Source: an optimization exercise on an open RTL-to-GDS flow (aim: small area, a short achievable clock period and few clock cycles per item). Production flows keep margins and buffers that such runs may drop. Only simulation tests tie the RTL to the original design; equivalence was not proved. Power figures rest on the tool's default switching activity, not on a simulated workload.

## ioc_audio_enc
module ioc_audio_enc (
    input  wire        clk,
    input  wire        rst,
    input  wire [1:0]  cfg_coding,
    input  wire        cfg_word_sel,
    input  wire [63:0] now_us,
    input  wire        in_valid,
    output wire        in_ready,
    input  wire [63:0] in_frame,
    output reg         out_valid,
    input  wire        out_ready,
    output reg  [7:0]  out_data,
    output reg         out_last,
    output reg  [31:0] bad_cnt
);
    localparam [1:0] C_PCM = 2'd0, C_U8 = 2'd1, C_U10 = 2'd2;
    localparam integer N = 31;
    reg rst_r;
    reg is_pcm, is_u8, is_u10, wsel_r;
    reg [1:0] coding;
    always @(posedge clk) begin
        rst_r  <= rst;
        coding <= cfg_coding;
        is_pcm <= (cfg_coding == C_PCM);
        is_u8  <= (cfg_coding == C_U8);
        is_u10 <= (cfg_coding == C_U10);
        wsel_r <= cfg_word_sel;
    end
    wire srst = rst_r;
    reg  [23:0] ir_raw;
    reg         ir_v, ir_last;
    reg  [8:0]  iidx;         
    reg  [63:0] ts;
    reg         ts_v;
    reg         in_ready_r;
    assign in_ready = in_ready_r;
    wire in_fire = in_valid & in_ready_r;
    wire [31:0] word = wsel_r ? in_frame[63:32] : in_frame[31:0];
    wire        bad  = wsel_r ? ~&in_frame[55:48] : ~&in_frame[23:16];
    reg  [31:0] bad_cy;
    integer b;
    always @* begin
        bad_cy[0] = 1'b1;
        for (b = 1; b < 32; b = b + 1) bad_cy[b] = bad_cy[b-1] & bad_cnt[b-1];
    end
  ...
==> flow/config.mk <==
export PLATFORM = sky130hd
export DESIGN_NAME = ioc_audio_enc
export DESIGN_NICKNAME = ioc_audio_enc
export VERILOG_FILES = /design/flow/design.v
export SDC_FILE = /design/flow/constraint.sdc
export NUM_CORES = 4
export LEC_CHECK = 0
export ABC_AREA = 1
export CAP_MARGIN = 20
export CORE_MARGIN = 2
export CORE_UTILIZATION = 55
export CTS_BUF_LIST = sky130_fd_sc_hd__clkbuf_16
export CTS_CLUSTER_DIAMETER = 150
export CTS_CLUSTER_SIZE = 24
export PLACE_DENSITY = 0.65
export SLEW_MARGIN = 20
==> flow/constraint.sdc <==
create_clock -name core_clock -period 9.0 [get_ports {clk}]
set_input_delay 1.8000 -clock core_clock [delete_from_list [all_inputs] [get_ports {clk}]]
set_output_delay 1.8000 -clock core_clock [all_outputs]
set_load 0.01 [all_outputs]
standard.sh (not shown) runs the stock make flow with config.mk's settings and CLKGATE_MAP_FILE= SYNTH_SCRIPT=/design/flow/synth_recipe.tcl, a recipe that flattens the netlist after the stock synthesis.
==> flow/flow/run.sh <==
#!/bin/bash
set -euo pipefail
bash standard.sh synth > step_synth.log 2>&1
export SETUP_SLACK_MARGIN=6
export POST_GLOBAL_PLACE_TCL="$PWD/flow/port_bufs.tcl"
bash standard.sh finish > step_layout.log 2>&1
==> flow/flow/port_bufs.tcl <==
# POST_GLOBAL_PLACE hook: buffer_ports gives every port a clkdlybuf4s50_1
# (a delay cell). Swap those port buffers for plain buf_1 cells; the resize
# and repair steps that follow size them as the loads need.
set n 0
foreach inst [[ord::get_db_block] getInsts] {
  if {[[$inst getMaster] getName] eq "sky130_fd_sc_hd__clkdlybuf4s50_1"
      && [regexp {^(input|output)[0-9]+$} [$inst getName]]} {
    replace_cell [$inst getName] sky130_fd_sc_hd__buf_1
    incr n
  }
}
puts "port_bufs.tcl: $n port buffers now sky130_fd_sc_hd__buf_1"
Testbench counts at the start, summed over its fixed seeds: cycles 45,984, blocks 96.
Edit:
Settings changed: ABC_AREA 1 to not set, CORE_UTILIZATION 55 to 40, CTS_BUF_LIST sky130_fd_sc_hd__clkbuf_16 to sky130_fd_sc_hd__clkbuf_8, CTS_CLUSTER_DIAMETER 150 to not set, PLACE_DENSITY 0.65 to 0.6.
The new run produced a clean layout.
Setup slack improves by 0.39 ns.
Total power went down by 15%.
Utilization went down by 17 points.
Global-route usage went down by 5.4 points.
Routed wire length went up by 2.3%.
Synthesized cell count went down by about 9%.
Non-clock buffer count went down by 17.
Sequential power went down by 23%.
Worst hold slack degrades by 0.023 ns.
Clock skew went up by 0.016 ns.
Maximum frequency went up by about 12%.
Edit:
Settings changed: CTS_BUF_LIST sky130_fd_sc_hd__clkbuf_8 to not set, CTS_CLUSTER_SIZE 24 to not set.
Result: The new run ran to the end with no violations. Cell count fell by 2.9%. Sequential power stays flat. Power rose by 5.3%. Routed wire length decreases by about 2%. Area after synthesis stays the same. Die area stays the same. Count of clock-buffer cells in the layout came out lower by 23. Cell area falls by 0.80%. Non-clock buffer count drops by 33.
Edit:
Settings changed: CORE_UTILIZATION 40 to 55, CTS_BUF_LIST set to sky130_fd_sc_hd__clkbuf_4 sky130_fd_sc_hd__clkbuf_8, CTS_CLUSTER_SIZE set to 16, PLACE_DENSITY 0.6 to 0.65.
After rerunning: Non-clock buffer count climbs by 36; core utilization climbs by 18 points; clock power drops by 9.7%; synthesized cell count is unchanged; via count climbs by 1.8%.

separate check: timing with driven ports:
The flow's constraints put no driver on any port. The routed layouts listed below were extracted and timed again, unchanged, in two steps. Step 1: set_driving_cell puts a clkbuf_16 on clk and a buf_2 on each other input, an assumption about the parent block. Step 2 times the ports against the registers' clock, not the clock port: input delays grow and output delays shrink by t, the midpoint of the rising clock arrivals with the driver on. Three values: ideal ports, drivers, drivers and shift; two values: the first two.
| run | t, ns | slack for setup (ns) | slew at the worst register clock pin (ns) | pins driven straight from the clock port |
|---|---|---|---|---|
| the first run | 0.617 | 5.269 / 5.302 / 4.684 | 0.10 / 0.10 | 1 |
| the second run | 0.754 | 5.658 / 5.658 / 5.397 | 0.07 / 0.07 | 1 |
| the third run | 0.660 | 5.674 / 5.674 / 5.503 | 0.07 / 0.07 | 1 |
| the fourth run | 0.732 | 5.783 / 5.783 / 5.442 | 0.07 / 0.07 | 1 |
After both steps setup and hold are still met in every run listed. The setup slack of the first run, which loses most, moves by +0.033 ns with the drivers and by -0.585 ns with both steps.
